This is an optimization exercise on Yosys and OpenROAD, whose aim is small area, not a production implementation. Only simulation tests tie the RTL to the original design; equivalence was not proved.

==> inputs of try-delta <==
## kisc_fb_framer
module kisc_fb_framer (
    input  wire         clk,
    input  wire         rst,
    input  wire [15:0]  stall_limit,    
    input  wire         in_valid,
    input  wire [7:0]   in_byte,
    output reg          in_ready,
    output reg          out_valid,
    output wire [455:0] out_frame,
    output reg          err_valid,
    output reg  [2:0]   err_kind,
    output reg          err_corrupt,
    output reg          err_link_reset,
    output wire [2:0]   state
);
    localparam integer L = 57;
    localparam [2:0] SEEK = 3'd0;
    localparam [2:0] ACC  = 3'd1;
    localparam [2:0] VAL  = 3'd2;
    localparam [2:0] DLV  = 3'd3;
    localparam [2:0] REJ  = 3'd4;
    localparam [7:0] SENTINEL = 8'hAA;
    reg [2:0]   st;
    reg [439:0] s;                  
    reg [5:0]   cnt;                
    reg [5:0]   rq_len;             
    reg [15:0]  rem;                
    assign out_frame = {s, SENTINEL, SENTINEL};
    assign state     = st;
    wire       in_acc      = (st == ACC);
    wire       seek_or_acc = (st == SEEK) || in_acc;
    wire       rq_empty    = (rq_len == 6'd0);
    wire       rq_first    = (rq_len == 6'd56);     
    wire       replay      = seek_or_acc && !rq_empty;
    wire       take        = seek_or_acc && rq_empty && in_valid;
    wire       have        = replay || take;
    wire       use_b       = have && !rq_first;     
    wire [7:0] b           = replay ? s[7:0] : in_byte;
    wire       is_aa       = (b == SENTINEL);
    wire       rem_low     = (rem[15:1] == 15'd0);
    wire       stall       = in_acc && !have && rem_low && rem[0];
    wire cs_ok;
    kisc_fb_validator u_val (
        .clk (clk),
        .run (in_acc),
        .en  (have),
        .pos (cnt),
  ...
==> module kisc_fb_validator, before the edit <==
module kisc_fb_validator (
    input  wire       clk,
    input  wire       run,         
    input  wire       en,          
    input  wire [5:0] pos,
    input  wire [7:0] b,
    output wire       ok           
);
    reg lo, hi;
    always @* begin
        lo = 1'b0;
        hi = 1'b0;
        case (pos)
            6'd2,  6'd4,  6'd6,  6'd7,  6'd9,  6'd11, 6'd13, 6'd15,
            6'd21, 6'd22, 6'd23, 6'd24, 6'd26, 6'd28, 6'd29, 6'd31,
            6'd33, 6'd35, 6'd37, 6'd43, 6'd44, 6'd45, 6'd46, 6'd48,
            6'd50, 6'd52, 6'd53, 6'd54, 6'd55:                     lo = 1'b1;
            6'd3,  6'd5,  6'd8,  6'd10, 6'd12, 6'd14, 6'd16, 6'd25,
            6'd27, 6'd30, 6'd32, 6'd34, 6'd36, 6'd38, 6'd47, 6'd49,
            6'd51, 6'd56:                                          hi = 1'b1;
            default: ;
        endcase
    end
    reg [7:0] acc_lo, acc_hi;
    always @(posedge clk) begin
        acc_lo <= run ? acc_lo ^ (b & {8{en & lo}}) : 8'd0;
        acc_hi <= run ? acc_hi ^ (b & {8{en & hi}}) : 8'd0;
    end
    assign ok = ({acc_hi, acc_lo} == 16'hAAAA);
endmodule
==> module kisc_fb_framer, before the edit <==
module kisc_fb_framer (
    input  wire         clk,
    input  wire         rst,
    input  wire [15:0]  stall_limit,    
    input  wire         in_valid,
    input  wire [7:0]   in_byte,
    output reg          in_ready,
    output reg          out_valid,
    output wire [455:0] out_frame,
    output reg          err_valid,
    output reg  [2:0]   err_kind,
    output reg          err_corrupt,
    output reg          err_link_reset,
    output wire [2:0]   state
);
    localparam integer L = 57;
    localparam [2:0] SEEK = 3'd0;
    localparam [2:0] ACC  = 3'd1;
    localparam [2:0] VAL  = 3'd2;
    localparam [2:0] DLV  = 3'd3;
    localparam [2:0] REJ  = 3'd4;
    localparam [7:0] SENTINEL = 8'hAA;
    reg [2:0]   st;
    reg [439:0] s;                  
    reg [5:0]   cnt;                
    reg [5:0]   rq_len;             
    reg [15:0]  rem;                
    assign out_frame = {s, SENTINEL, SENTINEL};
    assign state     = st;
    wire       in_acc      = (st == ACC);
    wire       seek_or_acc = (st == SEEK) || in_acc;
    wire       rq_empty    = (rq_len == 6'd0);
    wire       rq_first    = (rq_len == 6'd56);     
    wire       replay      = seek_or_acc && !rq_empty;
    wire       take        = seek_or_acc && rq_empty && in_valid;
    wire       have        = replay || take;
    wire       use_b       = have && !rq_first;     
    wire [7:0] b           = replay ? s[7:0] : in_byte;
    wire       is_aa       = (b == SENTINEL);
    wire       rem_low     = (rem[15:1] == 15'd0);
    wire       stall       = in_acc && !have && rem_low && rem[0];
    wire cs_ok;
    kisc_fb_validator u_val (
        .clk (clk),
        .run (in_acc),
        .en  (have),
        .pos (cnt),
        .b   (b),
        .ok  (cs_ok)
    );
    always @* begin
        in_ready       = 1'b0;
        out_valid      = 1'b0;
        err_valid      = 1'b0;
        err_kind       = 3'd0;
        err_corrupt    = 1'b0;
        err_link_reset = 1'b0;
        if (!rst) begin
            in_ready = seek_or_acc && rq_empty;
            if (stall) begin
                err_valid = 1'b1;
                err_kind  = 3'd3;    
            end
            if (st == DLV)
                out_valid = 1'b1;
            if (st == REJ) begin
                err_valid   = 1'b1;
                err_kind    = 3'd2;  
                err_corrupt = 1'b1;
            end
        end
    end
    always @(posedge clk) begin
        if (use_b)
            s <= {b, s[439:8]};
    end
    always @(posedge clk) begin
        rem <= in_acc ? rem - {15'd0, !rem_low} : stall_limit;
    end
    always @(posedge clk) begin
        if (rst) begin
            st     <= SEEK;
            cnt    <= 6'd0;
            rq_len <= 6'd0;
        end else begin
            if (replay)
                rq_len <= rq_len - 6'd1;
            case (st)
                SEEK: begin
                    if (rq_first)
                        cnt <= 6'd1;
                    else if (have) begin
                        if (!is_aa)
                            cnt <= 6'd0;
                        else if (!cnt[0])
                            cnt <= 6'd1;
                        else begin
                            cnt <= 6'd2;
                            st  <= ACC;
                        end
                    end
                end
                ACC: begin
                    if (have) begin
                        cnt <= cnt + 6'd1;
                        if (cnt == L - 1)
                            st <= VAL;
                    end else if (stall) begin
                        st  <= SEEK;
                        cnt <= 6'd0;
                    end
                end
                VAL: begin
                    st <= cs_ok ? DLV : REJ;
                end
                DLV: begin
                    cnt <= 6'd0;
                    st  <= SEEK;
                end
                REJ: begin
                    rq_len <= 6'd56;
                    cnt    <= 6'd0;
                    st     <= SEEK;
                end
                default: begin
                    st <= SEEK;
                end
            endcase
        end
    end
endmodule
clock: 10.0 ns
lec_check: 0
cap_margin: 20
core_margin: 2
core_utilization: 70
slew_margin: 20
standard.sh (not shown) runs the stock make flow with config.mk's settings and CLKGATE_MAP_FILE= SYNTH_SCRIPT=/design/flow/synth_recipe.tcl, a recipe that flattens the netlist after the stock synthesis.
==> flow/flow/run.sh <==
#!/bin/bash
# The standard layout with two changes:
#  - the port buffers use the smallest buffer cell (every input and output
#    port still gets its own buffer);
#  - clock tree synthesis uses clkbuf_4 leaf buffers with sink clusters of
#    at most 10 flip-flops within 35 um, and no dummy loads, instead of
#    clkbuf_16 everywhere.
set -euo pipefail
bash standard.sh \
  BUFFER_PORTS_ARGS="-buffer_cell sky130_fd_sc_hd__buf_1" \
  CTS_ARGS="-sink_clustering_enable -repair_clock_nets -dont_use_dummy_load -buf_list sky130_fd_sc_hd__clkbuf_4 -sink_clustering_size 10 -sink_clustering_max_diameter 35" \
  finish > flow_make.log 2>&1
==> try-fjord: changes against try-delta <==
--- a/flow/design.v
+++ b/flow/design.v
@@ -1,5 +1,5 @@
 module kisc_fb_validator (
     input  wire       clk,
-    input  wire       run,         
+    input  wire       clr,         
     input  wire       en,          
     input  wire [5:0] pos,
@@ -24,6 +24,11 @@
     reg [7:0] acc_lo, acc_hi;
     always @(posedge clk) begin
-        acc_lo <= run ? acc_lo ^ (b & {8{en & lo}}) : 8'd0;
-        acc_hi <= run ? acc_hi ^ (b & {8{en & hi}}) : 8'd0;
+        if (clr) begin
+            acc_lo <= 8'd0;
+            acc_hi <= 8'd0;
+        end else if (en) begin
+            if (lo) acc_lo <= acc_lo ^ b;
+            if (hi) acc_hi <= acc_hi ^ b;
+        end
     end
     assign ok = ({acc_hi, acc_lo} == 16'hAAAA);
@@ -58,6 +63,5 @@
     assign out_frame = {s, SENTINEL, SENTINEL};
     assign state     = st;
-    wire       in_acc      = (st == ACC);
-    wire       seek_or_acc = (st == SEEK) || in_acc;
+    wire       seek_or_acc = (st == SEEK) || (st == ACC);
     wire       rq_empty    = (rq_len == 6'd0);
     wire       rq_first    = (rq_len == 6'd56);     
@@ -65,14 +69,15 @@
     wire       take        = seek_or_acc && rq_empty && in_valid;
     wire       have        = replay || take;
-    wire       use_b       = have && !rq_first;     
-    wire [7:0] b           = replay ? s[7:0] : in_byte;
+    wire [7:0] b           = replay ? (rq_first ? SENTINEL : s[7:0]) : in_byte;
     wire       is_aa       = (b == SENTINEL);
     wire       rem_low     = (rem[15:1] == 15'd0);
-    wire       stall       = in_acc && !have && rem_low && rem[0];
+    wire       stall       = (st == ACC) && !have && rem_low && rem[0];
+    wire acc_clr = (st == SEEK) && have && is_aa && cnt[0];
+    wire acc_en  = (st == ACC) && have;
     wire cs_ok;
     kisc_fb_validator u_val (
         .clk (clk),
-        .run (in_acc),
-        .en  (have),
+        .clr (acc_clr),
+        .en  (acc_en),
         .pos (cnt),
         .b   (b),
@@ -102,9 +107,6 @@
     end
     always @(posedge clk) begin
-        if (use_b)
+        if (have && !rq_first)
             s <= {b, s[439:8]};
-    end
-    always @(posedge clk) begin
-        rem <= in_acc ? rem - {15'd0, !rem_low} : stall_limit;
     end
     always @(posedge clk) begin
@@ -113,4 +115,5 @@
             cnt    <= 6'd0;
             rq_len <= 6'd0;
+            rem    <= 16'd0;
         end else begin
             if (replay)
@@ -118,7 +121,5 @@
             case (st)
                 SEEK: begin
-                    if (rq_first)
-                        cnt <= 6'd1;
-                    else if (have) begin
+                    if (have) begin
                         if (!is_aa)
                             cnt <= 6'd0;
@@ -127,4 +128,5 @@
                         else begin
                             cnt <= 6'd2;
+                            rem <= stall_limit;
                             st  <= ACC;
                         end
@@ -140,4 +142,6 @@
                         cnt <= 6'd0;
                     end
+                    if (!rem_low)
+                        rem <= rem - 16'd1;
                 end
                 VAL: begin
==> flow/run.sh (new file) <==
#!/bin/bash
# synth_recipe.tcl (not shown) runs the flow's synth.tcl, then flattens the netlist and writes it again
# the make line also repeats each setting of config.mk as NAME=value (left out here)
make -C /OpenROAD-flow-scripts/flow DESIGN_CONFIG=/design/flow/config.mk WORK_HOME=/design/flow/orfs CLKGATE_MAP_FILE= SYNTH_SCRIPT=/design/flow/synth_recipe.tcl finish
Settings changed: CORE_UTILIZATION 70 to 40.
removed: flow/flow/run.sh
removed: flow/standard.sh
==> try-indigo: changes against try-delta <==
==> flow/flow/run.sh (replaced) <==
#!/bin/bash
# The standard layout with three changes:
#  - the port buffers use the smallest buffer cell (every input and output
#    port still gets its own buffer);
#  - clock tree synthesis uses clkbuf_4 leaf buffers with sink clusters of
#    at most 10 flip-flops within 35 um, and no dummy loads, instead of
#    clkbuf_16 everywhere;
#  - after global routing, cells with timing slack are downsized
#    (RECOVER_POWER).
set -euo pipefail
bash standard.sh \
  BUFFER_PORTS_ARGS="-buffer_cell sky130_fd_sc_hd__buf_1" \
  CTS_ARGS="-sink_clustering_enable -repair_clock_nets -dont_use_dummy_load -buf_list sky130_fd_sc_hd__clkbuf_4 -sink_clustering_size 10 -sink_clustering_max_diameter 35" \
  RECOVER_POWER=100 \
  finish > flow_make.log 2>&1
==> notes.md <==
- Of try-fjord and try-delta, try-delta has the higher global-route usage (gap 12 points).
- try-indigo finished with max-capacitance violations, max-slew violations left. try-fjord passed the timing, design-rule and antenna checks. try-delta went through all stages and came out clean.
- The lowest register-to-register slack belongs to try-indigo, the highest to try-fjord.
- Synthesized cell count: try-fjord is larger than try-indigo (9.8%).
- The lowest maximum frequency belongs to try-fjord, the highest to try-delta.

-- static timing again, ports no longer ideal --
No port has a modelled driver above. Below, the same layouts with a new extraction and two added sets of constraints. Step 1, drivers: a clkbuf_16 drives clk and a buf_2 each remaining input, both assumed. Step 2, shift: input delay + t, output delay - t, t = (earliest + latest rising clock arrival at the registers) / 2. This alone moves slack from input paths to output paths. a / b / c = ideal ports / drivers / drivers and shift; a / b = the first two.
run	t, ns	setup WS [ns]	latest minus earliest clock arrival (ns)
try-delta	0.722	4.634 / 4.605 / 4.605	0.077 / 0.077
try-fjord	0.625	4.129 / 4.102 / 4.102	0.026 / 0.026
try-indigo	0.725	4.226 / 4.241 / 3.516	0.074 / 0.074
The setup slack of try-indigo, which loses most, moves by +0.015 ns with the drivers and by -0.710 ns with both steps.
